Context: an optimization exercise on an open-source flow, tuned for small area, a short achievable clock period and few clock cycles per item. The choices shown serve that exercise and are no tape-out recipe.
Only simulation tests tie the RTL to the original design; equivalence was not proved.

==> design/flow/design.v <==
module l3cc_pll (
    input  wire        clk,
    input  wire        rst,         
    input  wire        start,       
    input  wire [31:0] target,
    input  wire [31:0] source,
    output wire        ready,
    output wire        done,        
    output wire        err,
    output wire        prescale,
    output wire        nwarn,
    output wire        ksat,
    output wire [3:0]  n,
    output wire [23:0] k,
    output wire [31:0] ndiv
);
    function [40:0] bk_carry(input [39:0] a, input [39:0] b, input cin);
        reg [39:0] g, p;
        integer i, l;
        begin
            g = a & b;
            p = a ^ b;
            for (l = 1; l < 40; l = l * 2)
                for (i = 2 * l - 1; i < 40; i = i + 2 * l) begin
                    g[i] = g[i] | (p[i] & g[i - l]);
                    p[i] = p[i] & p[i - l];
                end
            for (l = 32; l >= 1; l = l / 2)
                for (i = 3 * l - 1; i < 40; i = i + 2 * l) begin
                    g[i] = g[i] | (p[i] & g[i - l]);
                    p[i] = p[i] & p[i - l];
                end
            bk_carry = {g | (p & {40{cin}}), cin};
        end
    endfunction
    function [4:0] msb32(input [31:0] x);
        integer i, j, l;
        reg [31:0] orh;      
        reg [31:0] lead;     
        begin
            orh = x;
            for (l = 1; l < 32; l = l * 2)         
                for (i = 0; i < 32; i = i + 1)
                    if ((i / l) % 2 == 0 && (i / l + 1) * l < 32)
                        orh[i] = orh[i] | orh[(i / l + 1) * l];
            lead = x & ~{1'b0, orh[31:1]};
            for (j = 0; j < 5; j = j + 1) begin
                msb32[j] = 1'b0;
                for (i = 0; i < 32; i = i + 1)
                    if ((i >> j) & 1) msb32[j] = msb32[j] | lead[i];
            end
        end
    endfunction
    reg        busy;        
    reg        al;          
    reg        fin;         
    reg [4:0]  cnt;         
    reg [36:0] rem;         
    reg [34:0] dn;          
    reg [56:0] q;           
    reg        pre_r;
    reg        err_r;
    reg [6:0]  e1_r;        
    reg [4:0]  run;         
    wire       div = busy & ~al;
    wire       last = div & (cnt == 5'd0);
    assign ready = ~busy | last;
    wire       acc  = start & ready;
    assign done  = fin;
    wire [6:0]  e1_a  = {2'b00, msb32(target)} - {2'b00, msb32(source)} + 7'd1;
    wire        pre_l = ~ge3;
    wire [31:0] t_r   = rem[32:1];
    wire [31:0] s_r   = ~dn[33:2];
    wire        err_l = (t_r == 32'd0) || (s_r[31:1] == 31'd0 &&
                        (s_r[0] == 1'b0 || t_r[31:3] == 29'd0 && t_r[2:0] < 3'd6));
    wire [4:0]  h_np  = e1_r[6] ? 5'd0 : e1_r[5:1];       
    wire        right = ~e1_r[0] | e1_r[6];              
    wire [32:0] d_np  = {1'b0, s_r} << {h_np, 1'b0};
    wire [32:0] d_clr = d_np & ~(33'd1 << {h_np, 1'b0});
    wire [32:0] d_pre = right ? {1'b0, d_clr[32:1]} : {d_clr[31:0], 1'b0};
    wire [32:0] s_al  = pre_l ? d_pre : d_np;
    wire [4:0]  c_np  = h_np + 5'd12;                   
    wire [4:0]  c_p   = h_np + {4'd0, ~right} + 5'd12;
    wire [4:0]  c_al  = pre_l ? c_p : c_np;
    wire [39:0] r_x   = {3'd0, rem};
    wire [39:0] n1_x  = {5'h1F, dn};             
    wire [39:0] n2_x  = {4'hF, dn, 1'b1};        
    wire [40:0] c1    = bk_carry(r_x, n1_x, 1'b1);
    wire [40:0] c2    = bk_carry(r_x, n2_x, 1'b1);
    wire [39:0] cs3_s = r_x ^ n1_x ^ n2_x;
    wire [39:0] cs3_k = (r_x & n1_x) | (r_x & n2_x) | (n1_x & n2_x);
    wire [39:0] cs3_b = {cs3_k[38:0], 1'b1};    
    wire [40:0] c3    = bk_carry(cs3_s, cs3_b, 1'b1);
    wire        ge1   = c1[40];
    wire        ge2   = c2[40];
    wire        ge3   = ~(cs3_s[39] ^ cs3_b[39] ^ c3[39]);   
    wire [34:0] dif1  = rem[34:0] ^ n1_x[34:0] ^ c1[34:0];
    wire [34:0] dif2  = rem[34:0] ^ n2_x[34:0] ^ c2[34:0];
    wire [34:0] dif3  = cs3_s[34:0] ^ cs3_b[34:0] ^ c3[34:0];
    wire        sel3  = div & ge3;
    wire        sel2  = div & ge2;
    wire        sel1  = div & ge1;
    wire [1:0]  qd    = sel3 ? 2'd3 : sel2 ? 2'd2 : sel1 ? 2'd1 : 2'd0;
    wire [34:0] keep  = sel3 ? dif3 : sel2 ? dif2 : sel1 ? dif1 : rem[34:0];
    always @(posedge clk) begin
        if (rst) begin
            busy <= 1'b0;
            al   <= 1'b0;
            fin  <= 1'b0;
        end else begin
            fin <= last;
            al  <= acc;
            if (acc)
                busy <= 1'b1;
            else if (last)
                busy <= 1'b0;
        end
    end
    always @(posedge clk) begin
        rem <= acc ? {4'd0, target, 1'b0} : {keep, 2'b00};
        if (acc) begin
            dn    <= ~{1'b0, source, 2'b00};
            e1_r  <= e1_a;
        end else if (al) begin
            dn    <= ~{s_al, 2'b00};
            pre_r <= pre_l;
            err_r <= err_l;
            cnt   <= c_al;
        end else if (div) begin
            cnt   <= cnt - 5'd1;
        end
        q <= div ? {q[54:0], qd} : 57'd0;    
        run <= !div ? 5'd0 : (qd == 2'd3) ? ((run[4:1] == 4'hF) ? 5'd31 : run + 5'd2) :
               {4'd0, qd[0]};
    end
    reg  [24:0] ones;
    integer     oi;
    always @* begin
        for (oi = 0; oi < 25; oi = oi + 1) ones[oi] = (run > oi);
    end
    wire        sat   = ones[24];
    assign err      = err_r;
    assign prescale = pre_r;
    assign ndiv     = q[56:25];
    assign n        = q[28:25];
    assign nwarn    = (ndiv[31:4] != 28'd0) || (ndiv[3:0] < 4'd6) || (ndiv[3:0] > 4'd12);
    assign ksat     = sat;
    assign k        = (q[24:1] ^ ones[23:0]) | {24{sat}};
endmodule
==> design/flow/flow/run.sh <==
#!/bin/bash
# The standard layout, with the port buffers made from the platform's
# smallest buffer (buf_1) instead of the default choice; the resizer still
# sizes them up where timing or slew needs it.
set -euo pipefail
export BUFFER_PORTS_ARGS="-buffer_cell sky130_fd_sc_hd__buf_1"
bash standard.sh > standard.log 2>&1
==> design/flow/standard.sh <==
#!/bin/bash
# synth_recipe.tcl (not shown) runs the flow's synth.tcl, then flattens the netlist and writes it again
# the make line also repeats each setting of config.mk as NAME=value (left out here)
make -C /OpenROAD-flow-scripts/flow DESIGN_CONFIG=/design/flow/config.mk WORK_HOME=/design/flow/orfs CLKGATE_MAP_FILE= SYNTH_SCRIPT=/design/flow/synth_recipe.tcl "${@:-finish}"
==> design/flow/config.mk <==
export PLATFORM = sky130hd
export DESIGN_NAME = l3cc_pll
export DESIGN_NICKNAME = l3cc_pll
export VERILOG_FILES = /design/flow/design.v
export SDC_FILE = /design/flow/constraint.sdc
export NUM_CORES = 4
export LEC_CHECK = 0
export CAP_MARGIN = 20
export CORE_MARGIN = 2
export CORE_UTILIZATION = 60
export SETUP_SLACK_MARGIN = 1
export SLEW_MARGIN = 20
==> design/flow/constraint.sdc <==
create_clock -name core_clock -period 5.0 [get_ports {clk}]
set_input_delay 1.0000 -clock core_clock [delete_from_list [all_inputs] [get_ports {clk}]]
set_output_delay 1.0000 -clock core_clock [all_outputs]
set_load 0.01 [all_outputs]
==> metrics.yaml, run 1 <==
outcome:
  outcome: "no timing/DRC/antenna violations"
sta:
  fin_crit_sh: 0.790
  slew_violations: 0
  worstMarginPinSlew_ns: 1.06
  final.setup.worst_slack_ns: 1.05
  fin_tns_setup_ns: 0
  grt_setup_unrepaired: "yes"
  finClkSkew_ns: 0.0163
  hold_viol: 0
  setup_viol: 0
  fin_crit_ns: 3.95
  max_freq_mhz: 253
  maxSlewHeadroom: 0.293
layout:
  mostFrequentLayoutCells: "nand2_1, nor2_1, a21oi_1, buf_1, ha_1"
  final_nets: 2120
  final_common_cell: "nand2_1"
  utilization: 0.699
  drive_gt1_frac: 0.111
  areaGrowthSynthToFinish_pct: 13.9
  antenna_cells: 0
setup_path:
  reg2reg_depth: 12
  worstPathArrival_ns: 4.12
  critical_path.max_fanout: 6
  required_ns: 5.17
  worst_r2r_endpoint: "dn[12]"
  critPathKind: "reg -> reg"
  cp-end-kind: "flip-flop"
  regToRegSetupSlack_ns: 1.05
  timing.rr.start: "dn[13]"
  start_kind: "flip-flop"
synthesis:
  syn-instance-count: 1755
  synth_seq_cells: 148
  ys.flop_type: "dfxtp_1"
  yosysWarnings: 1
  yosysUniqueCellTypes: 84
  synth-async-reset-ratio: 0
  synth_nets: 1973
  synth_area_sq_mm: 0.0144
  synth-edff-count: 47
  synth_seq_area_share: 0.238
  synth.avg_cell_area_sq_um: 8.23
global_route:
  grt_max_degree: 61
  antenna_found_initial: 0
  grt-ovfl-total: 0
  grt_pass1_vias: 13707
  grt_first_pass_wirelength_mm: 74.9
  grt_usage: 0.375
clock_network:
  htreeDepth: 4
  cts_sinks: 148
  clock_path_buffers: 2
  cts_tree: "done"
  cts_root_buffer: "clkbuf_16"
  cts-buffers-inserted: 17
  clk_latency_ns: 0.45
  clk_pin_slew_worst_paths_ns: 0.07
placement:
  hpwl_mm: 36.4
  portBuffers: 132
  place_ws_ns: 0.547
  gp_congestion: 1.02
floorplanning:
  die_x_um: 159
  initial_core_util: 0.614
  row_count: 56
  die_y_um: 159
  ios: 133
  fp.coreArea_sq_mm: 0.0235
  die-area_sq_mm: 0.0253
route:
  wl_mm: 49.1
  drtIter0Drc: 1641
  via_per_inst: 6.57
  firstDrtPassIters: 6
  routedWlPerCell_um: 22.0
  dr_total_vias: 14685
  antenna_left: 0
  drc: 0
worst_hold_path:
  hp-class: "reg -> reg"
  holdPathEnd: "q[5]"
  hold_depth: 1
  min_from: "q[3]"
job:
  maxCapViolCount: 0
## synthesized netlist by cell type (17+ instances only)
library cell | number | area share
a211oi_1 | 34 | 0.018
a21o_1 | 32 | 0.017
a21oi_1 | 136 | 0.047
a31oi_1 | 24 | 0.010
and2_1 | 67 | 0.029
and3_1 | 23 | 0.010
buf_4 | 39 | 0.020
clkbuf_1 | 55 | 0.014
dfxtp_1 | 101 | 0.14
edfxtp_1 | 47 | 0.098
fa_1 | 33 | 0.046
ha_1 | 118 | 0.10
inv_1 | 45 | 0.012
mux2i_1 | 32 | 0.022
nand2_1 | 174 | 0.045
nand2b_1 | 18 | 0.0078
nand3_1 | 39 | 0.014
nor2_1 | 149 | 0.039
nor2b_1 | 20 | 0.0087
nor3_1 | 52 | 0.018
nor4_1 | 25 | 0.011
o211ai_1 | 19 | 0.0099
o21a_1 | 17 | 0.0088
o21ai_0 | 84 | 0.029
xnor2_1 | 48 | 0.029
xor2_1 | 49 | 0.030
## how the worst max path moves through the flow
stage / from / endpoint / slack [ns]
4_1_cts: dn[14] / dn[12] / 1.00
6_report: dn[13] / dn[12] / 1.05
3_5_place_dp: dn[4] / rem[7] / 0.55
3_3_place_gp: dn[14] / rem[24] / 0.66
2_1_floorplan: source[24] / e1_r[5] / 1.10
5_1_grt: dn[14] / dn[12] / 0.93
## sequential cells by signal, indices dropped and copies added, names as in the netlist
signal  count
busy        1
q          57
cnt         5
al          1
dn         33
err_r       1
pre_r       1
rem        36
e1_r        7
run         5
fin         1
## worst max-delay path, stage by stage (launching register included)
cell      delay [ns]
edfxtp_1        0.49
fa_1            0.61
ha_4            0.22
and3_4          0.19
a221o_1         0.31
a221o_1         0.36
a21oi_2         0.19
o21ai_2         0.09
or2_4           0.32
buf_12          0.16
or4_4           0.52
o211ai_1        0.10
o21ai_1         0.11
## metrics by stage
stage	cells	hold slack (ns)	area, sq um
after CTS	2199	0.483	16000
final	2234	0.481	16500
after global placement	2129	0.454	15100
after global routing	2234	0.491	16500
after detailed placement	2129	0.467	15100
after floorplan	1755	0.406	14400
## cells by family after synthesis
family | after synthesis | synth area share
flip-flops | 148 | 0.238
AO/OA/AOI/OAI | 506 | 0.234
XOR/XNOR | 97 | 0.0588
buffers and inverters | 167 | 0.0563
AND/OR/NAND/NOR | 632 | 0.214
multiplexers | 54 | 0.0518
adder cells (fa/ha/maj) | 151 | 0.148
## what timing repair did
item,in CTS,in global routing
setup endpoints to repair,60,62
buffers inserted,38,32
pin swaps,6,17
hold buffers,0,0
gates resized for setup,16,24
gates cloned,0,3
## layer usage
layer	GRT usage	vias to the layer above	routed length, um
met2	0.611	810	22600
met1	0.477	6881	19400
met5	0	-	0
li1	-	6803	-
met4	0.185	0	2470
met3	0.0719	191	4640
## layout make-up
type / count / area, sq um
flip-flops and latches: 148 / 3430
clock buffers: 18 / 450
well taps: 319 / 399
repair buffers: 245 / 1450
fillers: 2020 / 7080
clock inverters: 14 / 155
multi-input cells: 1441 / 10400
inverters: 49 / 191
Testbench counts, summed over its fixed seeds: cycles 25,069, items 1,600.
==> run 2, diff against run 1 <==
--- a/design/flow/config.mk
+++ b/design/flow/config.mk
@@ -9,4 +9,5 @@
 export CORE_MARGIN = 2
 export CORE_UTILIZATION = 60
+export CTS_BUF_LIST = sky130_fd_sc_hd__clkbuf_8
 export SETUP_SLACK_MARGIN = 1
 export SLEW_MARGIN = 20
==> run 2 against run 1 <==
  * Critical endpoint is now dn[10]
  * Flip-flop and latch count unchanged
  * Synthesized cell count did not move
  * Still clean
  * Fmax is 1.5% lower
  * Setup slack worse by 0.060 ns
  * Register-to-register slack got worse by 0.06 ns
  * Die area stayed put
  * Highest routed layer unchanged
==> metrics.yaml, run 2 <==
sta:
  finClkSkew_ns: 0.0156  # -0.000699 ns
  maxSlewHeadroom: 0.338  # +0.0450
  setup_viol: 0  # unchanged
  fin_crit_ns: 4.01  # +0.0600 ns
  hold_viol: 0  # unchanged
  max_freq_mhz: 249  # -1.5%
  fin_crit_sh: 0.802  # +0.0120
  final.setup.worst_slack_ns: 0.990  # -0.0600 ns
  fin_tns_setup_ns: 0  # unchanged
  slew_violations: 0  # unchanged
  grt_setup_unrepaired: "yes"
  worstMarginPinSlew_ns: 0.991  # -0.0674 ns
placement:
  hpwl_mm: 36.4  # unchanged
  gp_congestion: 1.02  # unchanged
  place_inst: 2129  # unchanged
  portBuffers: 132  # unchanged
  place_ws_ns: 0.547  # unchanged
layout:
  drive_gt1_frac: 0.118  # +0.00746
  final_nets: 2126  # +0.28%
  largest_reg_flops: 57  # unchanged
  fill_cells: 2034  # +0.69%
  antenna_cells: 0  # unchanged
  top_register: "q"
  final_common_cell: "nand2_1"
  final_cells: 2240  # +0.27%
  areaGrowthSynthToFinish_pct: 13.2
  utilization: 0.695  # -0.00431
  mostFrequentLayoutCells: "nand2_1, nor2_1, a21oi_1, buf_1"
setup_path:
  required_ns: 5.21  # +0.04 ns
  crit_buf_inv: 2  # +1
  path_delay_family: "compound AO/OA/AOI/OAI gates"
  cp_common_cell: "a221o_1"
  cp_slowest_cell: "fa_1"
  critPathKind: "reg -> reg"
  critical_path.max_fanout: 18  # +12
  start_kind: "flip-flop"
  cp-end-kind: "flip-flop"
  path_cells: "fa_1 -> ha_4 -> and3_4 -> a221o_1 -> a221o_1 -> a21oi_2 -> o21ai_2 -> or2_4 -> inv_6 -> buf_8 -> a311oi_1 -> a2111oi_1 -> a21oi_1"
  worstPathArrival_ns: 4.22  # +0.10 ns
  cpPeakStageDelay_ns: 0.59  # -0.02 ns
synthesis:
  syn-instance-count: 1755  # unchanged
  yosysUniqueCellTypes: 84  # unchanged
  synth_nets: 1973  # unchanged
  yosysWarnings: 1  # unchanged
  synth.top_cell.area_share: 0.140  # unchanged
  synth-edff-count: 47  # unchanged
  synth_seq_area_share: 0.238  # unchanged
  ys.flop_type: "dfxtp_1"
  synth_area_sq_mm: 0.0144  # unchanged
  synth-async-reset-ratio: 0  # unchanged
  synth.avg_cell_area_sq_um: 8.23  # unchanged
  ys_top_cells_by_area: "dfxtp_1, ha_1, edfxtp_1"
  yosysMostFrequentCell: "nand2_1"
  synth_seq_cells: 148  # unchanged
  synth_top_area_cell: "dfxtp_1"
  yosys-top-cells-count: "nand2_1, nor2_1, a21oi_1"
global_route:
  grt_util_met2: 0.608  # -0.00395
  grt_pass1_vias: 13502  # -1.5%
  grt_max_degree: 61  # unchanged
  grt_first_pass_wirelength_mm: 74.1  # -1.1%
  antenna_found_initial: 0  # unchanged
  grt-ovfl-total: 0  # unchanged
  grt_usage: 0.370  # -0.00450
  gr-usage-met3: 0.0693  # -0.00260
  met1_usage: 0.477  # -0.000745
  gr-max-usage-layer: "met2"
clock_network:
  cts_tree: "done"
  cts_sinks: 148  # unchanged
  cts-buffers-inserted: 17  # unchanged
  htreeDepth: 4  # unchanged
  clk_latency_ns: 0.49  # +0.04 ns
  cts_root_buffer: "clkbuf_8"
  clk_pin_slew_worst_paths_ns: 0.11  # +0.04 ns
  clock_path_buffers: 2  # unchanged
route:
  routedWlPerCell_um: 21.7  # -1.2%
  antenna_left: 0  # unchanged
  drtIter0Drc: 1715  # +4.5%
  dr_total_vias: 14614  # -0.48%
  wl_mm: 48.7  # -0.93%
  firstDrtPassIters: 12  # +6
  via_per_inst: 6.52  # -0.75%
  drc: 0  # unchanged
job:
  maxCapViolCount: 0  # unchanged
floorplanning:
  die_y_um: 159  # unchanged
  ios: 133  # unchanged
  fp.coreArea_sq_mm: 0.0235  # unchanged
  die_x_um: 159  # unchanged
  die-area_sq_mm: 0.0253  # unchanged
  row_count: 56  # unchanged
  initial_core_util: 0.614  # unchanged
outcome:
  outcome: "no timing/DRC/antenna violations"
worst_hold_path:
  hp-class: "reg -> reg"
-- run 2: changes by cell type in the layout (fill, tap and decap cells not counted), sizes merged --
cell	delta
bufbuf	+1
buf	+6
clkbuf	-2
bufinv	+1
-- run 2: kinds of logic (layout without fill, tap and decap cells) --
kind of cell               count (synthesis)  after routing  synth area share
xor gates and xnor gates                  97             97            0.0588
adders and majority gates                151            151             0.148
buffers and inverters                    167            332            0.0563
muxes                                     54             54            0.0518
and+or+nand+nor                          632            633             0.214
DFF                                      148            148             0.238
AOI/OAI and AO/OA                        506            506             0.234
-- run 2: area by class of cell --
| type | count | area (sq um) | area share |
|---|---|---|---|
| multi-input combinational | 1441 | 10400 | 0.638 |
| clock buffer | 17 | 234 | 0.0143 |
| tap | 319 | 399 | 0.0244 |
| inverter | 49 | 189 | 0.0116 |
| timing repair buffer | 251 | 1490 | 0.0910 |
| sequential | 148 | 3430 | 0.210 |
| clock inverter | 15 | 185 | 0.0113 |
-- run 2: worst paths after layout --
path | to | slack [ns] | from | cells past startpoint
worst min register to register | q[35] | 0.49 | q[33] | 1
worst min-delay path | q[35] | 0.49 | q[33] | 1
worst max register to register | dn[10] | 0.99 | dn[14] | 13
worst max-delay path | dn[10] | 0.99 | dn[14] | 13
-- run 2: stage by stage --
step	cell area [sq um]	hold WS (ns)
final	16400	0.485
after global routing	16400	0.498
after CTS	15800	0.483
after detailed placement	15100	0.467
after global placement	15100	0.454
after floorplan	14400	0.406
-- run 2: layer usage --
metal  share of wire  vias to the layer above
met5               0                        -
met4           0.047                        0
met3           0.088                      160
met2            0.46                      757
met1            0.40                     6876
li1                -                     6821
-- run 2: what timing repair did --
action | in CTS | in global routing
buffers inserted | 35 | 42
gates cloned | 1 | 1
pin swaps | 7 | 22
gates resized for setup | 16 | 34
hold buffers | 0 | 0
endpoints found under the setup margin | 60 | 65
==> run 3, diff against run 2 <==
--- a/design/flow/config.mk
+++ b/design/flow/config.mk
@@ -8,6 +8,5 @@
 export CAP_MARGIN = 20
 export CORE_MARGIN = 2
-export CORE_UTILIZATION = 60
-export CTS_BUF_LIST = sky130_fd_sc_hd__clkbuf_8
+export CORE_UTILIZATION = 70
 export SETUP_SLACK_MARGIN = 1
 export SLEW_MARGIN = 20
==> run 3 against run 2 <==
  * Non-clock buffer count decreased by 8
  * Core utilization increased by 12 points
  * Register-to-register slack improved by 0.04 ns
  * Wire length increased by 8.1%
  * Clock skew increased by 0.0015 ns
  * Cell area increased by 0.57%
  * Global-route usage increased by 8.7 points
  * Count of clock-buffer cells in the layout unchanged
  * Synthesized area unchanged
  * Critical path type unchanged
==> metrics.yaml, run 3 <==
route:
  via_per_inst: 7.21  # +10%
  wl_mm: 52.6  # +8.1%
  firstDrtPassIters: 7  # -5
  dr_total_vias: 15733  # +7.7%
  drc: 0  # unchanged
  routedWlPerCell_um: 24.1  # +11%
  drtIter0Drc: 2312  # +35%
  antenna_left: 0  # unchanged
synthesis:
  synth.top_cell.area_share: 0.140  # unchanged
  synth.avg_cell_area_sq_um: 8.23  # unchanged
  ys_top_cells_by_area: "dfxtp_1, ha_1, edfxtp_1"
  synth-edff-count: 47  # unchanged
  ys.flop_type: "dfxtp_1"
  syn-instance-count: 1755  # unchanged
  synth_top_area_cell: "dfxtp_1"
  synth_nets: 1973  # unchanged
  synth-async-reset-ratio: 0  # unchanged
  synth_seq_cells: 148  # unchanged
  yosysWarnings: 1  # unchanged
  yosysUniqueCellTypes: 84  # unchanged
  synth_area_sq_mm: 0.0144  # unchanged
  yosysMostFrequentCell: "nand2_1"
  synth_seq_area_share: 0.238  # unchanged
  yosys-top-cells-count: "nand2_1, nor2_1, a21oi_1"
clock_network:
  clock_path_buffers: 2  # unchanged
  clk_pin_slew_worst_paths_ns: 0.07  # -0.04 ns
  cts-buffers-inserted: 17  # unchanged
  cts_tree: "done"
  hold_buffers: 0  # unchanged
  cts_root_buffer: "clkbuf_16"
  cts_sinks: 148  # unchanged
  htreeDepth: 4  # unchanged
  clk_latency_ns: 0.46  # -0.03 ns
floorplanning:
  die-area_sq_mm: 0.0218  # -14%
  die_y_um: 148  # -7.2%
  ios: 133  # unchanged
  initial_core_util: 0.714  # +0.100
  row_count: 52  # -7.1%
  fp.coreArea_sq_mm: 0.0202  # -14%
  die_x_um: 148  # -7.2%
setup_path:
  critPathKind: "reg -> reg"
  required_ns: 5.20  # about the same
  crit_buf_inv: 1  # -1
  timing.rr.start: "dn[12]"
  path_cells: "fa_1 -> ha_4 -> and3_4 -> a221o_1 -> a221o_1 -> a21oi_2 -> o21ai_2 -> or2_4 -> buf_12 -> or4_4 -> o211ai_1 -> o21ai_1"
  reg2reg_depth: 12  # -1
  critical_path.max_fanout: 7  # -11
  regToRegSetupSlack_ns: 1.03  # +0.04 ns
  cp_slowest_cell: "fa_1"
  cpPeakStageDelay_ns: 0.64  # +0.05 ns
  cp_common_cell: "a221o_1"
  start_kind: "flip-flop"
  path_delay_family: "compound AO/OA/AOI/OAI gates"
  cp-end-kind: "flip-flop"
  worst_r2r_endpoint: "dn[12]"
  worstPathArrival_ns: 4.17  # -0.05 ns
layout:
  top_register: "q"
  final_area_sq_mm: 0.0164  # +0.57%
  mostFrequentLayoutCells: "nand2_1, nor2_1, a21oi_1, buf_1, ha_1"
  final_common_cell: "nand2_1"
  drive_gt1_frac: 0.113  # -0.00526
  largest_reg_flops: 57  # unchanged
  final_nets: 2118  # -0.38%
  areaGrowthSynthToFinish_pct: 13.9
  antenna_cells: 0  # unchanged
sta:
  finClkSkew_ns: 0.0171  # +0.00151 ns
  setup_viol: 0  # unchanged
  fin_crit_sh: 0.794  # -0.00779
  worstMarginPinSlew_ns: 0.966  # -0.0245 ns
  final.setup.worst_slack_ns: 1.03  # +0.0389 ns
  fin_tns_setup_ns: 0  # unchanged
  grt_setup_unrepaired: "yes"
  slew_violations: 0  # unchanged
  hold_viol: 0  # unchanged
  maxSlewHeadroom: 0.356  # +0.0178
  max_freq_mhz: 252  # +0.98%
  fin_crit_ns: 3.97  # -0.0389 ns
worst_hold_path:
  hold_depth: 1  # unchanged
  holdPathEnd: "q[2]"
  hp-class: "reg -> reg"
  min_from: "q[0]"
global_route:
  grt_usage: 0.458  # +0.0872
  grt_max_degree: 63  # +3.3%
  antenna_found_initial: 0  # unchanged
  grt_first_pass_wirelength_mm: 77.8  # +5.1%
  grt-ovfl-total: 0  # unchanged
  grt_pass1_vias: 14329  # +6.1%
outcome:
  outcome: "no timing/DRC/antenna violations"
job:
  maxCapViolCount: 0  # unchanged
placement:
  hpwl_mm: 36.3  # -0.45%
  gp_congestion: 1.04  # +1.4%
  portBuffers: 132  # unchanged
  place_ws_ns: 0.642  # +0.0951 ns
  dpl-instance-area_sq_mm: 0.0149  # -0.85%
run 3: how the worst max path moves through the flow:
stage	from	to	slack [ns]	cells past startpoint
final	dn[12]	dn[12]	1.03	12
after global routing	dn[3]	dn[14]	0.89	14
after CTS	dn[14]	dn[12]	0.98	12
after detailed placement	dn[8]	dn[14]	0.64	13
after floorplan	source[24]	e1_r[5]	1.10	14
after global placement	dn[14]	dn[12]	0.75	12
run 3: cell type report:
cell class / instances / area [sq um]
inverters: 49 / 185
flip-flops and latches: 148 / 3430
clock inverters: 15 / 188
multi-input cells: 1441 / 10400
repair buffers: 243 / 1450
well taps: 270 / 338
fillers: 1290 / 3780
clock buffers: 17 / 425
run 3: kinds of logic (layout without fill, tap and decap cells):
group                    count (synthesis)  count (layout)  share of synthesized area
AND/OR/NAND/NOR                        632             633                      0.214
AO/OA/AOI/OAI                          506             506                      0.234
buffers and inverters                  167             324                     0.0563
adder cells (fa/ha/maj)                151             151                      0.148
flip-flops                             148             148                      0.238
XOR/XNOR                                97              97                     0.0588
multiplexers                            54              54                     0.0518
run 3: what timing repair did:
item | 4_1_cts | 5_1_grt
setup endpoints to repair | 61 | 69
buffers inserted | 43 | 32
gates resized for setup | 16 | 36
cloned | 0 | 3
hold endpoints to repair | 0 | 0
pin swaps | 2 | 14
run 3: stage by stage:
stage | utilization | hold slack (ns) | std cells
final | 0.813 | 0.445 | 2183
after global routing | 0.813 | 0.462 | 2183
after CTS | 0.788 | 0.434 | 2147
after detailed placement | 0.738 | 0.417 | 2072
after global placement | 0.738 | 0.412 | 2072
after floorplan | - | 0.406 | 1755
run 3: worst reg2reg max path, delay by kind of cell (launching register included):
kind	cells	cell delay, ns
AO/OA/AOI/OAI	6	1.15
adder cells (fa/ha/maj)	2	0.87
buffers and inverters	1	0.16
flip-flops	1	0.53
AND/OR/NAND/NOR	3	1.00
run 3: layer usage:
metal	part of all wire	GRT usage	wire length, um
met1	0.34	0.567	18000
met2	0.43	0.705	22500
met3	0.14	0.122	7520
met4	0.087	0.299	4560
met5	0	0	0
==> run 4, diff against run 3 <==
--- a/design/flow/design.v
+++ b/design/flow/design.v
@@ -98,9 +98,10 @@
     wire [34:0] dif2  = rem[34:0] ^ n2_x[34:0] ^ c2[34:0];
     wire [34:0] dif3  = cs3_s[34:0] ^ cs3_b[34:0] ^ c3[34:0];
-    wire        sel3  = div & ge3;
-    wire        sel2  = div & ge2;
-    wire        sel1  = div & ge1;
-    wire [1:0]  qd    = sel3 ? 2'd3 : sel2 ? 2'd2 : sel1 ? 2'd1 : 2'd0;
-    wire [34:0] keep  = sel3 ? dif3 : sel2 ? dif2 : sel1 ? dif1 : rem[34:0];
+    wire [1:0]  qd    = !div ? 2'd0 : ge3 ? 2'd3 : ge2 ? 2'd2 : ge1 ? 2'd1 : 2'd0;
+    wire        use3  = div & ~acc & ge3;
+    wire        use2  = div & ~acc & ge2;
+    wire        use1  = div & ~acc & ge1;
+    wire [34:0] keep0 = acc ? {4'd0, target[31:1]} : rem[34:0];
+    wire [34:0] keep  = use3 ? dif3 : use2 ? dif2 : use1 ? dif1 : keep0;
     always @(posedge clk) begin
         if (rst) begin
@@ -118,5 +119,5 @@
     end
     always @(posedge clk) begin
-        rem <= acc ? {4'd0, target, 1'b0} : {keep, 2'b00};
+        rem <= {keep, acc & target[0], 1'b0};
         if (acc) begin
             dn    <= ~{1'b0, source, 2'b00};
--- a/design/flow/config.mk
+++ b/design/flow/config.mk
@@ -8,5 +8,5 @@
 export CAP_MARGIN = 20
 export CORE_MARGIN = 2
-export CORE_UTILIZATION = 70
+export CORE_UTILIZATION = 60
 export SETUP_SLACK_MARGIN = 1
 export SLEW_MARGIN = 20
==> run 4 against run 3 <==
  * Die area up 19%
  * Critical path depth up 4
  * Worst hold slack worse by 0.016 ns
  * Non-clock buffer count down 5
  * First-iteration DRC count down 34%
  * Fmax down 9.5%
==> metrics.yaml, run 4 <==
setup_path:
  start_kind: "input pin"
  critical_path.max_fanout: 4  # -3
  path_cells: "buf_1 -> or4_4 -> nor4b_4 -> and3_4 -> nand2_4 -> or3_4 -> or4_4 -> buf_4 -> nor2_2 -> nor4_2 -> ha_1 -> a21o_1 -> a21o_1 -> xor2_2 -> nand3_1 -> xnor2_2"
  critPathKind: "in -> reg"
  cp_slowest_cell: "or4_4"
  crit_buf_inv: 2  # +1
  regToRegSetupSlack_ns: 1.03  # about the same
  cp-end-kind: "flip-flop"
  timing.rr.start: "dn[10]"
  required_ns: 5.20  # about the same
  endpoint: "e1_r[4]"
  crit_start: "source[24]"
  cpPeakStageDelay_ns: 0.56  # -0.08 ns
  worstPathArrival_ns: 4.59  # +0.42 ns
  reg2reg_depth: 13  # +1
  path_delay_family: "simple AND/OR/NAND/NOR gates"
  worst_r2r_endpoint: "dn[34]"
  path_depth: 16  # +4
global_route:
  grt_usage: 0.378  # -0.0799
  grt_first_pass_wirelength_mm: 76.3  # -1.9%
  grt_max_degree: 61  # -3.2%
  grt-ovfl-total: 0  # unchanged
  grt_pass1_vias: 13780  # -3.8%
  antenna_found_initial: 1  # +1
floorplanning:
  fp.coreArea_sq_mm: 0.0242  # +20%
  die_x_um: 161  # +8.9%
  initial_core_util: 0.608  # -0.106
  ios: 133  # unchanged
  row_count: 57  # +9.6%
  die-area_sq_mm: 0.0259  # +19%
  die_y_um: 161  # +8.9%
synthesis:
  synth-async-reset-ratio: 0  # unchanged
  ys_top_cells_by_area: "dfxtp_1, ha_1, edfxtp_1"
  synth_seq_cells: 148  # unchanged
  synth_seq_area_share: 0.233  # -0.00488
  yosys-top-cells-count: "nand2_1, nor2_1, a21oi_1"
  ys.flop_type: "dfxtp_1"
  synth_nets: 2026  # +2.7%
  yosysWarnings: 1  # unchanged
  syn-instance-count: 1808  # +3.0%
  yosysMostFrequentCell: "nand2_1"
  yosysUniqueCellTypes: 84  # unchanged
  synth.avg_cell_area_sq_um: 8.16  # -0.90%
  synth-edff-count: 47  # unchanged
  synth.top_cell.area_share: 0.137  # -0.00287
  synth_area_sq_mm: 0.0147  # +2.1%
  synth_top_area_cell: "dfxtp_1"
route:
  antenna_left: 0  # unchanged
  routedWlPerCell_um: 22.0  # -8.6%
  drtIter0Drc: 1516  # -34%
  firstDrtPassIters: 6  # -1
  via_per_inst: 6.57  # -8.9%
  wl_mm: 50.2  # -4.5%
  dr_total_vias: 14977  # -4.8%
  drc: 0  # unchanged
outcome:
  outcome: "no timing/DRC/antenna violations"
layout:
  utilization: 0.689  # -0.124
  final_common_cell: "nand2_1"
  top_register: "q"
  final_nets: 2161  # +2.0%
  largest_reg_flops: 57  # unchanged
  mostFrequentLayoutCells: "nand2_1, nor2_1, a21oi_1, buf_1, ha_1"
  antenna_cells: 0  # unchanged
  final_area_sq_mm: 0.0167  # +1.5%
  areaGrowthSynthToFinish_pct: 13.2
  fill_cells: 2113  # +64%
  drive_gt1_frac: 0.117  # +0.00365
clock_network:
  cts_tree: "done"
  clk_pin_slew_worst_paths_ns: 0.08  # about the same
  cts-buffers-inserted: 17  # unchanged
  cts_sinks: 148  # unchanged
  clock_path_buffers: 2  # unchanged
  hold_buffers: 0  # unchanged
  clk_latency_ns: 0.44  # -0.02 ns
  cts_root_buffer: "clkbuf_16"
  htreeDepth: 4  # unchanged
sta:
  hold_viol: 0  # unchanged
  fin_tns_setup_ns: 0  # unchanged
  final.setup.worst_slack_ns: 0.612  # -0.417 ns
  finClkSkew_ns: 0.0151  # -0.00200 ns
  slew_violations: 0  # unchanged
  grt_setup_unrepaired: "yes"
  fin_crit_sh: 0.878  # +0.0833
  max_freq_mhz: 228  # -9.5%
  worstMarginPinSlew_ns: 0.931  # -0.0354 ns
  setup_viol: 0  # unchanged
  fin_crit_ns: 4.39  # +0.417 ns
  maxSlewHeadroom: 0.379  # +0.0227
placement:
  portBuffers: 132  # unchanged
  dpl-instance-area_sq_mm: 0.0153  # +2.6%
  gp_congestion: 0.991  # -4.3%
  place_ws_ns: 0.126  # -0.516 ns
  hpwl_mm: 36.1  # -0.36%
worst_hold_path:
  hp-class: "reg -> reg"
job:
  maxCapViolCount: 0  # unchanged
[run 4: worst reg2reg max path, cell delays in order (launching register included)]
cell      delay (ns)
edfxtp_1        0.56
fa_1            0.60
ha_4            0.31
nand4_1         0.17
or2_1           0.32
o221ai_2        0.20
o2111a_2        0.27
o21ai_2         0.11
a31oi_4         0.29
buf_4           0.19
buf_4           0.12
clkinv_2        0.19
nor2_1          0.16
o21ai_0         0.16
[run 4: worst min-delay path by stage]
stage,from,cells past startpoint,to,slack (ns)
after global routing,q[0],1,q[2],0.47
after detailed placement,q[0],1,q[2],0.42
after CTS,q[0],1,q[2],0.43
after global placement,q[0],1,q[2],0.41
after floorplan,q[0],1,q[2],0.41
final,q[0],1,q[2],0.43
[run 4: what timing repair did]
| action | in CTS | in global routing |
|---|---|---|
| pin swaps | 10 | 9 |
| buffers inserted | 42 | 25 |
| endpoints found under the setup margin | 56 | 38 |
| gates cloned | 1 | 4 |
| gates resized for setup | 16 | 21 |
[run 4: layout make-up]
class	instances	area, sq um	area share
Timing Repair inverter	1	5.00	0.000300
Sequential cell	148	3430	0.206
Multi-Input combinational cell	1483	10700	0.638
Timing Repair Buffer	238	1400	0.0840
Clock inverter	13	129	0.00772
Clock buffer	19	464	0.0278
Tap cell	324	405	0.0243
Inverter	54	208	0.0124
[run 4: layer usage]
metal | wire length [um] | up-vias | global-route usage
li1 | - | 6925 | -
met3 | 4660 | 166 | 0.0529
met4 | 2380 | 0 | 0.170
met2 | 22400 | 818 | 0.605
met1 | 20700 | 7068 | 0.510
met5 | 0 | - | 0
[run 4: kinds of logic (layout without fill, tap and decap cells)]
kind of cell / Yosys count / count (layout) / synth area share
simple gates: 641 / 642 / 0.212
compound gates: 528 / 528 / 0.232
buf+inv: 178 / 325 / 0.0591
fa+ha+maj: 151 / 151 / 0.145
flops: 148 / 148 / 0.233
xor+xnor: 95 / 95 / 0.0564
mux: 67 / 67 / 0.0636
[run 4: through the flow]
step	std cells	hold slack [ns]
4_1_cts	2251	0.430
2_1_floorplan	1808	0.406
5_1_grt	2280	0.465
6_report	2280	0.429
3_3_place_gp	2176	0.409
3_5_place_dp	2176	0.421
Testbench counts of run 4, summed over its fixed seeds: cycles 25,069, items 1,600.
==> run 5, diff against run 4 <==
--- a/design/flow/config.mk
+++ b/design/flow/config.mk
@@ -8,5 +8,5 @@
 export CAP_MARGIN = 20
 export CORE_MARGIN = 2
-export CORE_UTILIZATION = 60
+export CORE_UTILIZATION = 70
 export SETUP_SLACK_MARGIN = 1
 export SLEW_MARGIN = 20
==> run 5 against run 4 <==
  * Synthesized area unchanged
  * Largest cell class unchanged
  * Flip-flop and latch count did not move
  * Global-route usage increased by 5.5 points
==> metrics.yaml, run 5 <==
floorplanning:
  ios: 133  # unchanged
  initial_core_util: 0.708  # +0.100
  die_y_um: 149  # -7.2%
  row_count: 53  # -7.0%
  die-area_sq_mm: 0.0222  # -14%
  die_x_um: 149  # -7.2%
  fp.coreArea_sq_mm: 0.0208  # -14%
route:
  dr.max_layer_used: "met4"
  via_per_inst: 6.93  # +5.5%
  wl_mm: 49.4  # -1.6%
  firstDrtPassIters: 6  # unchanged
  drc: 0  # unchanged
  drtIter0Drc: 2213  # +46%
  routedWlPerCell_um: 22.2  # +0.67%
  dr_wl_met2_mm: 22.3  # -0.77%
  dr_total_vias: 15441  # +3.1%
  antenna_left: 0  # unchanged
  wl_met1_mm: 18.3  # -12%
  dr_wl_met3_mm: 5.97  # +28%
synthesis:
  syn-instance-count: 1808  # unchanged
  ys.flop_type: "dfxtp_1"
  synth.top_cell.area_share: 0.137  # unchanged
  synth_top_area_cell: "dfxtp_1"
  synth-edff-count: 47  # unchanged
  yosys-top-cells-count: "nand2_1, nor2_1, a21oi_1"
  synth_seq_area_share: 0.233  # unchanged
  synth.avg_cell_area_sq_um: 8.16  # unchanged
  yosysWarnings: 1  # unchanged
  synth_nets: 2026  # unchanged
  ys_top_cells_by_area: "dfxtp_1, ha_1, edfxtp_1"
  synth-async-reset-ratio: 0  # unchanged
  synth_seq_cells: 148  # unchanged
  yosysUniqueCellTypes: 84  # unchanged
  synth_area_sq_mm: 0.0147  # unchanged
  yosysMostFrequentCell: "nand2_1"
setup_path:
  path_cells: "buf_6 -> or4_4 -> nor4b_4 -> and3_4 -> nand2_4 -> or3_4 -> or4_4 -> o211ai_1 -> ha_2 -> inv_2 -> fa_2 -> a21o_1 -> a21oi_2 -> xnor2_2 -> nand3_1 -> xor2_1"
  cp-end-kind: "flip-flop"
  cp_slowest_cell: "or4_4"
  start_kind: "input pin"
  crit_start: "source[24]"
  timing.rr.start: "dn[11]"
  required_ns: 5.20  # about the same
  critical_path.max_fanout: 3  # -1
  crit_buf_inv: 2  # unchanged
  worst_r2r_endpoint: "dn[3]"
  endpoint: "e1_r[5]"
  cp_common_cell: "or4_4"
  path_depth: 16  # unchanged
  regToRegSetupSlack_ns: 1.04  # about the same
  critPathKind: "in -> reg"
  path_delay_family: "simple AND/OR/NAND/NOR gates"
  reg2reg_depth: 12  # -1
  worstPathArrival_ns: 4.57  # -0.02 ns
  cpPeakStageDelay_ns: 0.55  # about the same
sta:
  fin_crit_sh: 0.874  # -0.00374
  max_freq_mhz: 229  # +0.43%
  maxSlewHeadroom: 0.378  # -0.000666
  finClkSkew_ns: 0.0143  # -0.000754 ns
  fin_tns_setup_ns: 0  # unchanged
  fin_crit_ns: 4.37  # -0.0187 ns
  grt_setup_unrepaired: "yes"
  hold_viol: 0  # unchanged
  fin_hold_ws_ns: 0.436  # +0.00754 ns
  slew_violations: 0  # unchanged
  setup_viol: 0  # unchanged
  worstMarginPinSlew_ns: 0.932  # +0.000998 ns
clock_network:
  clock_path_buffers: 2  # unchanged
  htreeDepth: 4  # unchanged
  hold_buffers: 0  # unchanged
  cts_tree: "done"
  clk_latency_ns: 0.45  # about the same
  cts_root_buffer: "clkbuf_16"
  clk_pin_slew_worst_paths_ns: 0.07  # about the same
  cts_sinks: 148  # unchanged
  cts-buffers-inserted: 17  # unchanged
layout:
  areaGrowthSynthToFinish_pct: 12.6
  mostFrequentLayoutCells: "nand2_1, nor2_1, a21oi_1, buf_1, ha_1"
  final_common_cell: "nand2_1"
  top_register: "q"
  largest_reg_flops: 57  # unchanged
  register_area_sq_mm: 0.00343  # about the same
  antenna_cells: 0  # unchanged
  fill_cells: 1466  # -31%
  final_cells: 2229  # -2.2%
  multi_input_comb_area_sq_mm: 0.0107  # about the same
  final_nets: 2159  # -0.093%
  drive_gt1_frac: 0.116  # -0.000392
global_route:
  grt_usage: 0.433  # +0.0551
  grt_max_degree: 59  # -3.3%
  grt_first_pass_wirelength_mm: 75.3  # -1.4%
  antenna_found_initial: 1  # unchanged
  grt_pass1_vias: 13986  # +1.5%
  grt-ovfl-total: 0  # unchanged
job:
  maxCapViolCount: 0  # unchanged
worst_hold_path:
  hp-class: "reg -> reg"
  min_from: "q[0]"
placement:
  portBuffers: 132  # unchanged
  hpwl_mm: 35.4  # -2.1%
  gp_congestion: 1.04  # +4.7%
  place_inst: 2124  # -2.4%
outcome:
  outcome: "no timing/DRC/antenna violations"
## run 5: changes by cell type in the layout (fill, tap and decap cells not counted), sizes merged
cell	change
clkbuf	-4
buf	+2
bufinv	+1
clkinv	-1
## run 5: cell families (layout without fill, tap and decap cells)
logic type,after synthesis,count (layout),share of synthesized area
XOR/XNOR,95,95,0.0564
AO/OA/AOI/OAI,528,528,0.232
AND/OR/NAND/NOR,641,642,0.212
adder cells (fa/ha/maj),151,151,0.145
flip-flops,148,148,0.233
buffers and inverters,178,323,0.0591
multiplexers,67,67,0.0636
## run 5: what timing repair did
item | 4_1_cts | 5_1_grt
setup endpoints to repair | 68 | 83
hold endpoints to repair | 0 | 0
pin swaps | 10 | 12
resized for setup | 13 | 33
gates cloned | 1 | 1
setup buffers | 22 | 48
## run 5: how the worst min path moves through the flow
stage,to,slack [ns],cells past startpoint
4_1_cts,q[2],0.44,1
6_report,q[2],0.44,1
3_3_place_gp,q[2],0.41,1
5_1_grt,q[2],0.45,1
2_1_floorplan,q[2],0.41,1
3_5_place_dp,q[2],0.42,1
## run 5: final cells by class
cell class	count	share of cell area
multi-input cells	1483	0.642
flip-flops and latches	148	0.207
repair buffers	237	0.0822
clock buffers	18	0.0265
well taps	275	0.0207
inverters	54	0.0122
clock inverters	14	0.00957
## run 5: routing by layer
metal,track usage,vias to the layer above
li1,-,6927
met1,0.556,7118
met2,0.695,1173
met3,0.0902,223
met4,0.212,0
met5,0,-
## run 5: through the flow
step           instance area, sq um  utilization  setup WS (ns)
3_5_place_dp                  15200        0.731         0.0871
6_report                      16600        0.797          0.631
3_3_place_gp                  15200        0.731          0.195
5_1_grt                       16600        0.797          0.508
4_1_cts                       16100        0.771          0.667
2_1_floorplan                 14800            -          0.387
## run 5: worst reg2reg max path: cells and delay by family, from the launching register on
kind / cells / cell delay, ns
adder cells (fa/ha/maj): 2 / 0.88
buffers and inverters: 2 / 0.51
AND/OR/NAND/NOR: 2 / 0.53
flip-flops: 1 / 0.56
AO/OA/AOI/OAI: 6 / 1.23
==> run 6, diff against run 5 <==
--- a/design/flow/design.v
+++ b/design/flow/design.v
@@ -61,5 +61,6 @@
     reg        pre_r;
     reg        err_r;
-    reg [6:0]  e1_r;        
+    reg [4:0]  mt_r;        
+    reg [4:0]  ms_r;        
     reg [4:0]  run;         
     wire       div = busy & ~al;
@@ -68,5 +69,6 @@
     wire       acc  = start & ready;
     assign done  = fin;
-    wire [6:0]  e1_a  = {2'b00, msb32(target)} - {2'b00, msb32(source)} + 7'd1;
+    wire [4:0]  mt_a  = msb32(target);
+    wire [4:0]  ms_a  = msb32(source);
     wire        pre_l = ~ge3;
     wire [31:0] t_r   = rem[32:1];
@@ -74,4 +76,5 @@
     wire        err_l = (t_r == 32'd0) || (s_r[31:1] == 31'd0 &&
                         (s_r[0] == 1'b0 || t_r[31:3] == 29'd0 && t_r[2:0] < 3'd6));
+    wire [6:0]  e1_r  = {2'b00, mt_r} - {2'b00, ms_r} + 7'd1;    
     wire [4:0]  h_np  = e1_r[6] ? 5'd0 : e1_r[5:1];       
     wire        right = ~e1_r[0] | e1_r[6];              
@@ -122,5 +125,6 @@
         if (acc) begin
             dn    <= ~{1'b0, source, 2'b00};
-            e1_r  <= e1_a;
+            mt_r  <= mt_a;
+            ms_r  <= ms_a;
         end else if (al) begin
             dn    <= ~{s_al, 2'b00};
--- a/design/flow/config.mk
+++ b/design/flow/config.mk
@@ -8,5 +8,5 @@
 export CAP_MARGIN = 20
 export CORE_MARGIN = 2
-export CORE_UTILIZATION = 70
+export CORE_UTILIZATION = 60
 export SETUP_SLACK_MARGIN = 1
 export SLEW_MARGIN = 20
==> run 6 against run 5 <==
  * Final cell count is 8.8% higher
  * Synthesized cell count grew 7.8%
  * Setup slack gained 0.39 ns
  * Count of clock-buffer cells in the layout fell by 1
  * Clock skew rose by 0.0075 ns
  * Core utilization decreased by 9.7 points
==> metrics.yaml, run 6 <==
global_route:
  antenna_found_initial: 0  # -1
  grt_pass1_vias: 14962  # +7.0%
  grt-ovfl-total: 0  # unchanged
  grt_first_pass_wirelength_mm: 83.8  # +11%
  grt_max_degree: 60  # +1.7%
  grt_usage: 0.403  # -0.0293
layout:
  areaGrowthSynthToFinish_pct: 14.4
  fill_cells: 2107  # +44%
  final_common_cell: "nand2_1"
  multi_input_comb_area_sq_mm: 0.0113  # +6.0%
  final_nets: 2300  # +6.5%
  antenna_cells: 0  # unchanged
  mostFrequentLayoutCells: "nand2_1, nor2_1, a21oi_1, buf_1, ha_1"
  top_register: "q"
  register_area_sq_mm: 0.00352  # +2.6%
  largest_reg_flops: 57  # unchanged
  drive_gt1_frac: 0.125  # +0.00835
setup_path:
  critical_path.max_fanout: 26  # +23
  start_kind: "flip-flop"
  worstPathArrival_ns: 4.15  # -0.42 ns
  cp_slowest_cell: "edfxtp_1"
  reg2reg_depth: 14  # +2
  required_ns: 5.18  # -0.02 ns
  path_cells: "buf_12 -> fa_1 -> ha_1 -> a21oi_1 -> o21ai_0 -> a221o_1 -> a22oi_2 -> o31ai_4 -> o21a_1 -> inv_2 -> buf_8 -> nand2_2 -> a211oi_2 -> a221oi_1"
  cpPeakStageDelay_ns: 0.54  # about the same
  critPathKind: "reg -> reg"
  cp-end-kind: "flip-flop"
synthesis:
  synth_seq_cells: 151  # +2.0%
  synth_seq_area_share: 0.228  # -0.00432
  synth.top_cell.area_share: 0.131  # -0.00598
  synth-async-reset-ratio: 0  # unchanged
  yosysWarnings: 1  # unchanged
  synth_area_sq_mm: 0.0154  # +4.6%
  synth-edff-count: 50  # +6.4%
  ys.flop_type: "dfxtp_1"
  ys_top_cells_by_area: "dfxtp_1, edfxtp_1, ha_1"
  synth_top_family_by_area: "compound AO/OA/AOI/OAI gates"
  synth_xor_area_frac: 0.0586  # +0.00216
  yosys-top-cells-count: "nand2_1, nor2_1, a21oi_1"
  syn-instance-count: 1949  # +7.8%
  synthSimpleGateAreaFrac: 0.215  # +0.00350
  yosysMostFrequentCell: "nand2_1"
  yosysUniqueCellTypes: 103  # +23%
  synthMuxAreaShare: 0.0190  # -0.0446
  synth_fa_ha_area_frac: 0.138  # -0.00714
  synth.avg_cell_area_sq_um: 7.91  # -3.0%
  synth_nets: 2166  # +6.9%
  synth_top_area_cell: "dfxtp_1"
  synth_compound_area_frac: 0.275  # +0.0437
floorplanning:
  die-area_sq_mm: 0.0270  # +21%
  row_count: 58  # +9.4%
  die_y_um: 164  # +10%
  ios: 133  # unchanged
  fp.coreArea_sq_mm: 0.0252  # +21%
  initial_core_util: 0.612  # -0.0959
  die_x_um: 164  # +10%
worst_hold_path:
  hp-class: "reg -> reg"
  hold_depth: 1  # unchanged
sta:
  finClkSkew_ns: 0.0218  # +0.00753 ns
  grt_setup_unrepaired: "yes"
  hold_viol: 0  # unchanged
  fin_hold_ws_ns: 0.477  # +0.0405 ns
  slew_violations: 0  # unchanged
  fin_crit_sh: 0.795  # -0.0785
  maxSlewHeadroom: 0.320  # -0.0577
  fin_crit_ns: 3.98  # -0.393 ns
  setup_viol: 0  # unchanged
  worstMarginPinSlew_ns: 1.02  # +0.0879 ns
  max_freq_mhz: 251  # +9.9%
  fin_tns_setup_ns: 0  # unchanged
route:
  wl_mm: 55.6  # +12%
  firstDrtPassIters: 9  # +3
  drc: 0  # unchanged
  drtIter0Drc: 2233  # +0.90%
  routedWlPerCell_um: 22.9  # +3.3%
  antenna_left: 0  # unchanged
  dr_total_vias: 16454  # +6.6%
  via_per_inst: 6.78  # -2.1%
clock_network:
  cts_root_buffer: "clkbuf_16"
  cts_tree: "done"
  cts_sinks: 151  # +2.0%
  clock_path_buffers: 2  # unchanged
  htreeDepth: 4  # unchanged
  clk_pin_slew_worst_paths_ns: 0.08  # about the same
  clk_latency_ns: 0.45  # about the same
  cts-buffers-inserted: 17  # unchanged
placement:
  hpwl_mm: 40.1  # +14%
  portBuffers: 132  # unchanged
  gp_congestion: 1.06  # +2.3%
outcome:
  outcome: "no timing/DRC/antenna violations"
job:
  maxCapViolCount: 0  # unchanged
## run 6: what timing repair did
action | 4_1_cts | 5_1_grt
gates resized for setup | 26 | 62
cloned | 1 | 1
buffers inserted | 39 | 22
setup endpoints to repair | 71 | 70
hold buffers | 0 | 0
pin swaps | 4 | 11
## run 6: critical path: cells and delay by family, from the launching register on
kind / cells / cell delay, ns
AOI/OAI and AO/OA: 8 / 1.57
adders and majority gates: 2 / 0.84
buffers and inverters: 3 / 0.52
DFF: 1 / 0.54
and+or+nand+nor: 1 / 0.20
## run 6: kinds of logic (layout without fill, tap and decap cells)
family / Yosys count / count (layout)
buf+inv: 214 / 359
flops: 151 / 151
mux: 27 / 27
xor+xnor: 99 / 99
compound gates: 629 / 630
simple gates: 679 / 680
fa+ha+maj: 150 / 150
## run 6: per-layer routing
metal | vias to the layer above | track usage | routed length, um | share of wire
li1 | 7499 | - | - | -
met1 | 7682 | 0.538 | 22600 | 0.41
met2 | 1041 | 0.615 | 23800 | 0.43
met3 | 232 | 0.110 | 6510 | 0.12
met4 | 0 | 0.168 | 2770 | 0.050
met5 | - | 0 | 0 | 0
## run 6: layout make-up
type / count / area share
sequential: 151 / 0.200
timing repair buffer: 245 / 0.0829
multi-input combinational: 1586 / 0.640
clock buffer: 17 / 0.0241
tap: 330 / 0.0234
inverter: 82 / 0.0179
clock inverter: 15 / 0.0115
## run 6: final timing paths
path / from / to / slack, ns
setup reg to reg: dn[16] / dn[20] / 1.02
setup / recovery: dn[16] / dn[20] / 1.02
hold / removal: q[14] / q[16] / 0.48
hold reg to reg: q[14] / q[16] / 0.48
## run 6: through the flow
stage | area (sq um) | setup slack, ns | cells | util
after floorplan | 15400 | 1.09 | 1949 | -
after global placement | 16100 | 0.498 | 2331 | 0.639
after detailed placement | 16100 | 0.540 | 2331 | 0.639
after CTS | 17200 | 0.991 | 2403 | 0.681
after global routing | 17600 | 0.915 | 2426 | 0.700
final | 17600 | 1.02 | 2426 | 0.700
Testbench counts of run 6, summed over its fixed seeds: cycles 25,069, items 1,600.
==> run 7, diff against run 6 <==
--- a/design/flow/design.v
+++ b/design/flow/design.v
@@ -55,20 +55,17 @@
     reg        al;          
     reg        fin;         
-    reg [4:0]  cnt;         
     reg [36:0] rem;         
     reg [34:0] dn;          
-    reg [56:0] q;           
+    reg [58:0] q;
     reg        pre_r;
     reg        err_r;
-    reg [4:0]  mt_r;        
-    reg [4:0]  ms_r;        
+    reg [6:0]  e1_r;        
     reg [4:0]  run;         
     wire       div = busy & ~al;
-    wire       last = div & (cnt == 5'd0);
+    wire       last = div & q[56];
     assign ready = ~busy | last;
     wire       acc  = start & ready;
     assign done  = fin;
-    wire [4:0]  mt_a  = msb32(target);
-    wire [4:0]  ms_a  = msb32(source);
+    wire [6:0]  e1_a  = {2'b00, msb32(target)} - {2'b00, msb32(source)} + 7'd1;
     wire        pre_l = ~ge3;
     wire [31:0] t_r   = rem[32:1];
@@ -76,5 +73,4 @@
     wire        err_l = (t_r == 32'd0) || (s_r[31:1] == 31'd0 &&
                         (s_r[0] == 1'b0 || t_r[31:3] == 29'd0 && t_r[2:0] < 3'd6));
-    wire [6:0]  e1_r  = {2'b00, mt_r} - {2'b00, ms_r} + 7'd1;    
     wire [4:0]  h_np  = e1_r[6] ? 5'd0 : e1_r[5:1];       
     wire        right = ~e1_r[0] | e1_r[6];              
@@ -83,7 +79,6 @@
     wire [32:0] d_pre = right ? {1'b0, d_clr[32:1]} : {d_clr[31:0], 1'b0};
     wire [32:0] s_al  = pre_l ? d_pre : d_np;
-    wire [4:0]  c_np  = h_np + 5'd12;                   
-    wire [4:0]  c_p   = h_np + {4'd0, ~right} + 5'd12;
-    wire [4:0]  c_al  = pre_l ? c_p : c_np;
+    wire [32:0] mk_np = 33'h100000000 >> {h_np, 1'b0};
+    wire [32:0] mk_al = (pre_l & ~right) ? {2'b00, mk_np[32:2]} : mk_np;
     wire [39:0] r_x   = {3'd0, rem};
     wire [39:0] n1_x  = {5'h1F, dn};             
@@ -101,10 +96,9 @@
     wire [34:0] dif2  = rem[34:0] ^ n2_x[34:0] ^ c2[34:0];
     wire [34:0] dif3  = cs3_s[34:0] ^ cs3_b[34:0] ^ c3[34:0];
-    wire [1:0]  qd    = !div ? 2'd0 : ge3 ? 2'd3 : ge2 ? 2'd2 : ge1 ? 2'd1 : 2'd0;
-    wire        use3  = div & ~acc & ge3;
-    wire        use2  = div & ~acc & ge2;
-    wire        use1  = div & ~acc & ge1;
-    wire [34:0] keep0 = acc ? {4'd0, target[31:1]} : rem[34:0];
-    wire [34:0] keep  = use3 ? dif3 : use2 ? dif2 : use1 ? dif1 : keep0;
+    wire        sel3  = div & ge3;
+    wire        sel2  = div & ge2;
+    wire        sel1  = div & ge1;
+    wire [1:0]  qd    = sel3 ? 2'd3 : sel2 ? 2'd2 : sel1 ? 2'd1 : 2'd0;
+    wire [34:0] keep  = sel3 ? dif3 : sel2 ? dif2 : sel1 ? dif1 : rem[34:0];
     always @(posedge clk) begin
         if (rst) begin
@@ -122,18 +116,14 @@
     end
     always @(posedge clk) begin
-        rem <= {keep, acc & target[0], 1'b0};
+        rem <= acc ? {4'd0, target, 1'b0} : {keep, 2'b00};
         if (acc) begin
             dn    <= ~{1'b0, source, 2'b00};
-            mt_r  <= mt_a;
-            ms_r  <= ms_a;
+            e1_r  <= e1_a;
         end else if (al) begin
             dn    <= ~{s_al, 2'b00};
             pre_r <= pre_l;
             err_r <= err_l;
-            cnt   <= c_al;
-        end else if (div) begin
-            cnt   <= cnt - 5'd1;
         end
-        q <= div ? {q[54:0], qd} : 57'd0;    
+        q <= div ? {q[56:0], qd} : {26'd0, mk_al};
         run <= !div ? 5'd0 : (qd == 2'd3) ? ((run[4:1] == 4'hF) ? 5'd31 : run + 5'd2) :
                {4'd0, qd[0]};
==> run 7 against run 6 <==
  * Register-to-register slack better by 0.07 ns
  * Wire length shrank 12%
  * Critical endpoint is now rem[5]
  * Cell area is 12% lower
  * Critical path depth is the same
  * Final cell count is 12% lower
==> metrics.yaml, run 7 <==
outcome:
  outcome: "no timing/DRC/antenna violations"
layout:
  register_area_sq_mm: 0.00328  # -6.8%
  final_cells: 2139  # -12%
  multi_input_comb_area_sq_mm: 0.0100  # -11%
  top_register: "rem"
  areaGrowthSynthToFinish_pct: 11.3
  final_nets: 2054  # -11%
  antenna_cells: 0  # unchanged
  drive_gt1_frac: 0.0922  # -0.0323
  fill_cells: 1905  # -9.6%
setup_path:
  worstPathArrival_ns: 4.23  # +0.08 ns
  required_ns: 5.32  # +0.14 ns
  path_cells: "fa_1 -> ha_4 -> o211ai_1 -> a21oi_2 -> o211ai_4 -> a2111oi_4 -> o21ai_2 -> o21ai_4 -> inv_2 -> nor2_4 -> buf_6 -> nand3_1 -> o21ai_2 -> nor3_1"
  critical_path.max_fanout: 8  # -69%
  cp_slowest_cell: "fa_1"
  cpPeakStageDelay_ns: 0.58  # +0.04 ns
  critPathKind: "reg -> reg"
  start_kind: "flip-flop"
sta:
  fin_crit_sh: 0.782  # -0.0136
  fin_crit_ns: 3.91  # -0.0679 ns
  hold_viol: 0  # unchanged
  grt_setup_unrepaired: "no"
  fin_tns_setup_ns: 0  # unchanged
  slew_violations: 0  # unchanged
  max_freq_mhz: 256  # +1.7%
  fin_hold_ws_ns: 0.457  # -0.0193 ns
  final.setup.worst_slack_ns: 1.09  # +0.0679 ns
route:
  firstDrtPassIters: 6  # -3
  dr_total_vias: 14218  # -14%
  antenna_left: 0  # unchanged
  routedWlPerCell_um: 22.9  # about the same
  dr_wl_met2_mm: 20.9  # -12%
  wl_met1_mm: 20.4  # -9.3%
  via_per_inst: 6.65  # -2.0%
  dr.max_layer_used: "met4"
  wl_mm: 49.0  # -12%
global_route:
  grt-ovfl-total: 0  # unchanged
  antenna_found_initial: 2  # +2
  grt_pass1_vias: 12961  # -13%
  grt_usage: 0.396  # -0.00733
  grt_first_pass_wirelength_mm: 74.1  # -12%
placement:
  portBuffers: 132  # unchanged
  dpl-instance-area_sq_mm: 0.0145  # -9.8%
  place_ws_ns: 0.570  # +0.0302 ns
  hpwl_mm: 37.1  # -7.7%
  place_inst: 2069  # -11%
clock_network:
  clk_pin_slew_worst_paths_ns: 0.08  # about the same
  cts_root_buffer: "clkbuf_16"
  cts_sinks: 143  # -5.3%
floorplanning:
  fp.coreArea_sq_mm: 0.0227  # -9.8%
  die-area_sq_mm: 0.0245  # -9.4%
  ios: 133  # unchanged
  initial_core_util: 0.614  # +0.00150
  die_y_um: 156  # -4.8%
  die_x_um: 156  # -4.8%
synthesis:
  synth_seq_cells: 143  # -5.3%
  yosysUniqueCellTypes: 82  # -20%
  yosysMostFrequentCell: "nand2_1"
  synth_nets: 1943  # -10%
  synth.top_cell.area_share: 0.145  # +0.0139
  ys.flop_type: "dfxtp_1"
  yosys-top-cells-count: "nand2_1, a21oi_1, nor2_1"
  ys_top_cells_by_area: "dfxtp_1, ha_1, edfxtp_1"
  synth_seq_area_share: 0.235  # +0.00702
  synth_top_area_cell: "dfxtp_1"
  synth_area_sq_mm: 0.0139  # -9.6%
job:
  maxCapViolCount: 0  # unchanged
worst_hold_path:
  hp-class: "reg -> reg"
-- run 7: cell types whose count changed in the layout (fill, tap and decap cells not counted), moves of 25 or more --
cell | before | now
nand3_1 | 63 | 35
buf_4 | 101 | 71
inv_1 | 74 | 37
mux2i_1 | 18 | 44
o21ai_1 | 7 | 32
o21ai_0 | 114 | 78
-- run 7: cells by family (layout without fill, tap and decap cells) --
kind of cell               count (synthesis)  count (layout)  synth area share
AOI/OAI and AO/OA                        514             514             0.241
and+or+nand+nor                          614             614             0.210
buffers and inverters                    157             281            0.0543
adders and majority gates                146             146             0.149
xor gates and xnor gates                  97              97            0.0609
muxes                                     59              59            0.0494
DFF                                      143             143             0.235
-- run 7: what timing repair did --
| action | CTS | global route |
|---|---|---|
| gates resized for setup | 6 | 24 |
| setup endpoints to repair | 38 | 74 |
| cloned | 0 | 0 |
| buffers inserted | 16 | 22 |
| pin swaps | 1 | 5 |
-- run 7: worst max-delay path: cells and delay by family, from the launching register on --
family,cells,cell delay (ns)
DFF,1,0.57
AOI/OAI and AO/OA,7,1.50
adders and majority gates,2,0.89
and+or+nand+nor,3,0.48
buffers and inverters,2,0.31
-- run 7: worst paths after layout --
kind / endpoint / cells after the start / from / slack (ns)
hold / removal: q[2] / 1 / q[0] / 0.46
setup / recovery: rem[5] / 14 / dn[2] / 1.09
setup reg to reg: rem[5] / 14 / dn[2] / 1.09
hold reg to reg: q[2] / 1 / q[0] / 0.46
-- run 7: routing by layer --
metal	up-vias	GRT usage
met2	856	0.590
met4	0	0.185
met1	6622	0.542
li1	6586	-
met3	154	0.0950
met5	-	0
-- run 7: stage by stage --
step | util
6_report | 0.684
3_5_place_dp | 0.639
4_1_cts | 0.671
3_3_place_gp | 0.639
2_1_floorplan | -
5_1_grt | 0.684
-- run 7: final cells by class --
cell class                 count  share of cell area
clock buffer                  19              0.0306
clock inverter                13             0.00854
inverter                      41             0.00991
multi-input combinational   1430               0.646
sequential                   143               0.212
tap                          285              0.0230
timing repair buffer         208              0.0704
Testbench counts of run 7, summed over its fixed seeds: cycles 25,069, items 1,600.

==> port drivers added, routing unchanged <==
Ports are ideal in the flow. The routed layouts listed here were re-timed in OpenROAD. Step 1, drivers: a clkbuf_16 drives clk and a buf_2 each remaining input, both assumed. Step 2 also shifts input and output timing later by t, the mid clock arrival at the registers, as if the neighbouring blocks saw the same clock. Three values: no drivers, after step 1, after step 2; two values: the first two.
| run | t (ns) | setup slack, ns | worst setup path at the end | clock arrival spread, ns |
|---|---|---|---|---|
| run 1 | 0.494 | 1.050 / 1.050 / 0.725 | input to register | 0.016 / 0.016 |
| run 2 | 0.523 | 0.990 / 0.990 / 0.737 | input to register | 0.016 / 0.016 |
| run 3 | 0.504 | 1.029 / 1.029 / 0.692 | input to register | 0.018 / 0.017 |
| run 4 | 0.485 | 0.612 / 0.644 / 0.159 | input to register | 0.015 / 0.015 |
| run 5 | 0.493 | 0.631 / 0.643 / 0.149 | input to register | 0.018 / 0.017 |
| run 6 | 0.489 | 1.023 / 1.023 / 1.023 | register to register | 0.024 / 0.023 |
| run 7 | 0.482 | 1.091 / 1.091 / 0.716 | input to register | 0.017 / 0.016 |
After both steps setup and hold are still met in every run listed. For run 5, which loses most, drivers alone change the setup slack by +0.012 ns; drivers and shift together by -0.482 ns.
